Source: an optimization exercise on an open RTL-to-GDS flow (aim: small area, a short achievable clock period and few clock cycles). Production flows keep margins and buffers that such runs may drop. At most, simulation tests tie the RTL to the original design; equivalence was not proved. Power is estimated from default activity; no workload was simulated.

==> v24: inputs <==
==> flow/design.v (excerpt) <==
module pft_lzd (
    input  wire        clk,
    input  wire        rst,           
    input  wire [7:0]  reg_addr,      
    input  wire        reg_we,
    input  wire [31:0] reg_wdata,
    output reg  [31:0] reg_rdata,
    output wire        irq,
    output reg         buf_en,
    output reg         buf_we,
    output reg  [16:0] buf_addr,
    output reg  [7:0]  buf_wdata,
    input  wire [7:0]  buf_rdata,
    output reg         out_re,
    output reg  [24:0] out_raddr,
    input  wire [7:0]  out_rdata,
    output reg         out_we,
    output reg  [24:0] out_waddr,
    output reg  [7:0]  out_wdata
);
    localparam [3:0] F_ALIGN   = 4'd2;
    localparam [3:0] F_OOB     = 4'd3;
    localparam [3:0] F_CSUM    = 4'd4;
    localparam [3:0] F_NOSIG   = 4'd5;
    localparam [3:0] F_OVERSZ  = 4'd6;
    localparam [3:0] F_INCOMPL = 4'd7;
    localparam [3:0] F_ZEROOFF = 4'd8;
    localparam [3:0] F_NOTRL   = 4'd9;
    localparam [3:0] F_OUTCAP  = 4'd10;
    localparam [3:0] F_OFFBEF  = 4'd11;
    localparam [3:0] F_ILLCMD  = 4'd12;
    localparam [4:0]
        S_IDLE  = 5'd0,
        S_CMD   = 5'd1,    
        S_CK    = 5'd2,    
        S_CKE   = 5'd3,    
        S_HDR   = 5'd4,    
        S_HDR1  = 5'd5,    
        S_HDRC  = 5'd6,    
        S_RAWC  = 5'd7,    
        S_RAW   = 5'd8,    
        S_RSKIP = 5'd9,    
        S_TOK   = 5'd10,   
        S_MSK1  = 5'd11,   
        S_CP1   = 5'd12,   
        S_EXT   = 5'd13,   
        S_CPC   = 5'd14,   
        S_CPY   = 5'd15,   
        S_TRL   = 5'd16,   
        S_TRL1  = 5'd17,   
        S_IV    = 5'd18,   
        S_XC    = 5'd19,   
        S_XR    = 5'd20,   
        S_XW    = 5'd21,   
        S_T0    = 5'd22,   
        S_T1    = 5'd23;   
    reg  [4:0]  state;
    reg  [1:0]  ctrl_op;
    reg         ctrl_endian;
    reg         ctrl_ie;
    reg         st_done;
    reg         st_err;
    reg  [3:0]  err_code;     
    reg         errf;         
    reg  [31:0] buf_len;
    reg  [7:0]  model;
    reg  [31:0] xbase, xivoff, xstart, xlen;
    reg  [17:0] ic;           
    reg  [25:0] oc;           
    reg  [31:0] iv0, iv1, iv2, iv3;    
    reg  [31:0] tmp0, tmp1;            
    reg         kv;           
  ...
Settings: LEC_CHECK=0, CAP_MARGIN=20, CORE_MARGIN=2, CORE_UTILIZATION=35, SETUP_SLACK_MARGIN=4, SLEW_MARGIN=20, SYNTH_HIERARCHICAL=1; clock period 12.0 ns.
standard.sh (not shown) runs the stock make flow with config.mk's settings and CLKGATE_MAP_FILE= SYNTH_SCRIPT=/design/flow/synth_recipe.tcl, a recipe that flattens the netlist after the stock synthesis.
==> flow/flow/run.sh <==
#!/bin/bash
# Own flow: the standard layout (standard.sh, unchanged synthesis), with the
# port buffers made of sky130_fd_sc_hd__buf_4 instead of the delay buffer that
# buffer_ports picks by default. Every port still gets its own buffer.
set -euo pipefail
W=$(pwd)
sed 's#^make -C \(.*\) "\${@:-finish}"$#make -C \1 "BUFFER_PORTS_ARGS=-buffer_cell sky130_fd_sc_hd__buf_4" "${@:-finish}"#' standard.sh > own_standard.sh
grep -q 'BUFFER_PORTS_ARGS=-buffer_cell sky130_fd_sc_hd__buf_4' own_standard.sh
bash own_standard.sh finish > make_finish.log 2>&1
test -s out/final.def
==> inputs of v5, as changes to v24 <==
--- a/flow/design.v
+++ b/flow/design.v
@@ -49,13 +49,11 @@
         S_TRL   = 5'd16,   
         S_TRL1  = 5'd17,   
         S_IV    = 5'd18,   
         S_XC    = 5'd19,   
         S_XR    = 5'd20,   
-        S_XW    = 5'd21,   
-        S_T0    = 5'd22,   
-        S_T1    = 5'd23;   
+        S_XW    = 5'd21;   
     reg  [4:0]  state;
     reg  [1:0]  ctrl_op;
     reg         ctrl_endian;
     reg         ctrl_ie;
     reg         st_done;
@@ -66,11 +64,10 @@
     reg  [7:0]  model;
     reg  [31:0] xbase, xivoff, xstart, xlen;
     reg  [17:0] ic;           
     reg  [25:0] oc;           
     reg  [31:0] iv0, iv1, iv2, iv3;    
-    reg  [31:0] tmp0, tmp1;            
     reg         kv;           
     reg  [17:0] sp;           
     reg  [31:0] acc;          
     reg         ckc;          
     reg  [22:0] cnt;          
@@ -101,10 +98,12 @@
     end
     wire stream = (state >= S_CKE) && (state <= S_TRL1);
     wire [24:0] x_relh  = {blen, offm1[8:0]};
     wire [6:0]  x_b     = s0[6:0];                       
     wire [4:0]  kidx    = busy ? x_b[6:2] : reg_addr[6:2];
+    wire [31:0] tmp0    = iv0 + ~iv2;
+    wire [31:0] tmp1    = iv1 + ~iv3;
     wire [31:0] key_w;
     pft_lzd_key u_key (.idx(kidx), .tmp0(tmp0), .tmp1(tmp1),
                        .iv0(iv0), .iv1(iv1), .iv2(iv2), .iv3(iv3), .key(key_w));
     wire [31:0] x_mw    = key_w - {x_relh, 7'd0};
     wire [31:0] x_mword = acc;
@@ -299,15 +298,15 @@
                     flt = 1'b1; fcode = F_NOTRL; fin = {14'd0, ic}; fval = {16'd0, s0, sbyte};
                 end else begin
                     nstate = S_HDR;
                 end
             end
-            S_IV: if (cnt[3:0] == 4'd0) nstate = S_T0;
-            S_T0: nstate = S_T1;
-            S_T1: begin
-                if (ctrl_op == 2'd2) fin_done = 1'b1;
-                else                 nstate = S_XC;
+            S_IV: begin
+                if (cnt[3:0] == 4'd0) begin
+                    if (ctrl_op == 2'd2) fin_done = 1'b1;
+                    else                 nstate = S_XC;
+                end
             end
             S_XC: begin
                 if (xstart[6:0] != 7'd0 || xlen[6:0] != 7'd0) begin
                     flt = 1'b1; fcode = F_ALIGN; fin = xstart; fval = xlen;
                 end else if (xlen == 32'd0) begin
@@ -456,11 +455,11 @@
             if (flt) begin
                 st_err <= 1'b1;
                 errf   <= 1'b1;
             end
             if (fin_done) st_done <= 1'b1;
-            if (state == S_T1) kv <= 1'b1;
+            if (state == S_IV && cnt[3:0] == 4'd0) kv <= 1'b1;
             if (state == S_CKE && cke_ok) ic <= 18'h200;
             if (!flt) case (state)
                 S_HDRC: ic <= sp;                       
                 S_RAW:  if (cnt == 23'd1 && rem0) ic <= sp_inc;
                 S_RSKIP: if (rem1) ic <= sp_inc;
@@ -552,19 +551,11 @@
                 if (cnt[1:0] == 2'd0 && cnt[3:2] != 2'd0) begin
                     iv2 <= ctrl_endian ? {iv3[23:0], buf_rdata} : {buf_rdata, iv3[31:8]};
                     iv1 <= iv2;
                     iv0 <= iv1;
                 end
-                tmp0 <= iv0;
-                tmp1 <= iv1;
-                s0   <= 8'h50;
-            end
-            S_T0: begin
-                tmp0 <= key_w;                    
-                s0   <= 8'h74;                    
             end
-            S_T1: tmp1 <= key_w;                  
             S_XC: begin
                 cnt  <= {5'd0, xlen[17:0]};
                 sp   <= xsum[17:0];
                 s0   <= 8'd0;
                 blen <= xstart[31:16];
==> flow/flow/run.sh (replaced) <==
#!/bin/bash
# Own flow: the standard layout (standard.sh, unchanged synthesis), with the
# port buffers made of sky130_fd_sc_hd__buf_1 instead of the delay buffer that
# buffer_ports picks by default (every port still gets its own buffer), and
# timing repair allowed to change a cell's footprint (MATCH_CELL_FOOTPRINT=0;
# detailed placement runs after every repair).
set -euo pipefail
W=$(pwd)
sed 's#^make -C \(.*\) "\${@:-finish}"$#make -C \1 "BUFFER_PORTS_ARGS=-buffer_cell sky130_fd_sc_hd__buf_1" MATCH_CELL_FOOTPRINT=0 "${@:-finish}"#' standard.sh > own_standard.sh
grep -q 'MATCH_CELL_FOOTPRINT=0' own_standard.sh
bash own_standard.sh finish > make_finish.log 2>&1
test -s out/final.def
==> flow/config.mk (replaced) <==
export PLATFORM = sky130hd
export DESIGN_NAME = pft_lzd
export DESIGN_NICKNAME = pft_lzd
export VERILOG_FILES = /design/flow/design.v
export SDC_FILE = /design/flow/constraint.sdc
export NUM_CORES = 8
export LEC_CHECK = 0
export CAP_MARGIN = 5
export CORE_MARGIN = 2
export CORE_UTILIZATION = 35
export CTS_CLUSTER_DIAMETER = 110
export CTS_CLUSTER_SIZE = 24
export SETUP_SLACK_MARGIN = 3
export SLEW_MARGIN = 5
==> notes <==
- Between v24 and v5, the lower synthesized area is in v5 (gap about 1%, measured against v5).
- In v24 the utilization is higher than in v5, by 3.5 points.
- In v5 the die area is lower than in v24, by about 1%.
- Of v5 and v24, v24 has the higher sequential share of layout area (gap 1.3 points).
- Register-to-register slack: v5 is worse than v24 (0.21 ns).
- Of v24 and v5, v24 has the higher setup slack (gap 0.45 ns).
- In v5 the cell count is larger than in v24, by 0.80%.
- Between v24 and v5, the lower non-clock buffer count is in v5 (gap 113).
- Between v5 and v24, the lower critical path depth is in v24 (gap 6).
- Between v24 and v5, the lower sequential power is in v5 (gap about 3%, measured against v5).
==> figures <==
Result of the run: v24 no timing/DRC/antenna violations; v5 no timing/DRC/antenna violations
Fraction of area in registers: v24 0.269; v5 0.257
Internal power contribution: v24 10.4 mW; v5 7.68 mW
Total iterations of the first detailed-routing run: v24 8; v5 11
Power share of the sequential group: v24 0.128; v5 0.169
Effective utilization at floorplan: v24 0.354; v5 0.352
Power in sequential cells: v24 2.79 mW; v5 2.71 mW
Remaining max-slew budget at the tightest pin: v24 0.177; v5 0.0868
Seq Cell Count: v24 575; v5 511
# placed instances: v24 7168; v5 7393
Synth Net Count: v24 5765; v5 6072
HPWL after DPL: v24 179000 microns; v5 175000 microns
Area fraction of clock buffers and clock inverters: v24 0.0448; v5 0.0193
Clock net power: v24 2.34 mW; v5 1.23 mW
Iteration-0 DRC Markers: v24 7534; v5 7090
Detail-routed via count per cell: v24 6.49; v5 6.43
Std-Cell Core Area: v24 130000 sq um; v5 129000 sq um
Number of buffers created by CTS: v24 72; v5 30
End point of the critical path: v24 reg_rdata[26]; v5 reg_rdata[30]
Switching component of the power: v24 11.4 mW; v5 8.36 mW
Met2 wire length: v24 101000 microns; v5 95000 microns
H-tree depth reported by CTS: v24 3; v5 1
Testbench counts of v5, summed over its fixed seeds: cycles 425,930.
Only the layout flow was run in v24; the RTL was not checked for function there.

what the ideal ports hide:
The results above use ideal ports. As a check the final layouts listed here were re-extracted and re-timed, cells and wires unchanged. Step 1, drivers: a clkbuf_16 drives clk and a buf_2 each remaining input, both assumed. Step 2 adds t to the input delays and takes it off the output delays; t is the mean of the earliest and latest rising clock arrival at the registers after step 1. Input paths then give back, and output paths get back, about the clock's delay inside the block. Three values: ideal ports, drivers, drivers and shift; two values: the first two.
| run | t (ns) | setup WS [ns] | worst setup path after step 2 | latest minus earliest clock arrival (ns) |
|---|---|---|---|---|
| v24 | 0.789 | 3.448 / 3.384 / 3.384 | input to output | 0.059 / 0.059 |
| v5 | 0.772 | 2.998 / 2.977 / 2.977 | input to output | 0.098 / 0.099 |
After both steps every run listed still meets setup and hold. The setup slack of v24, which loses most, moves by -0.064 ns with the drivers and by -0.064 ns with both steps.
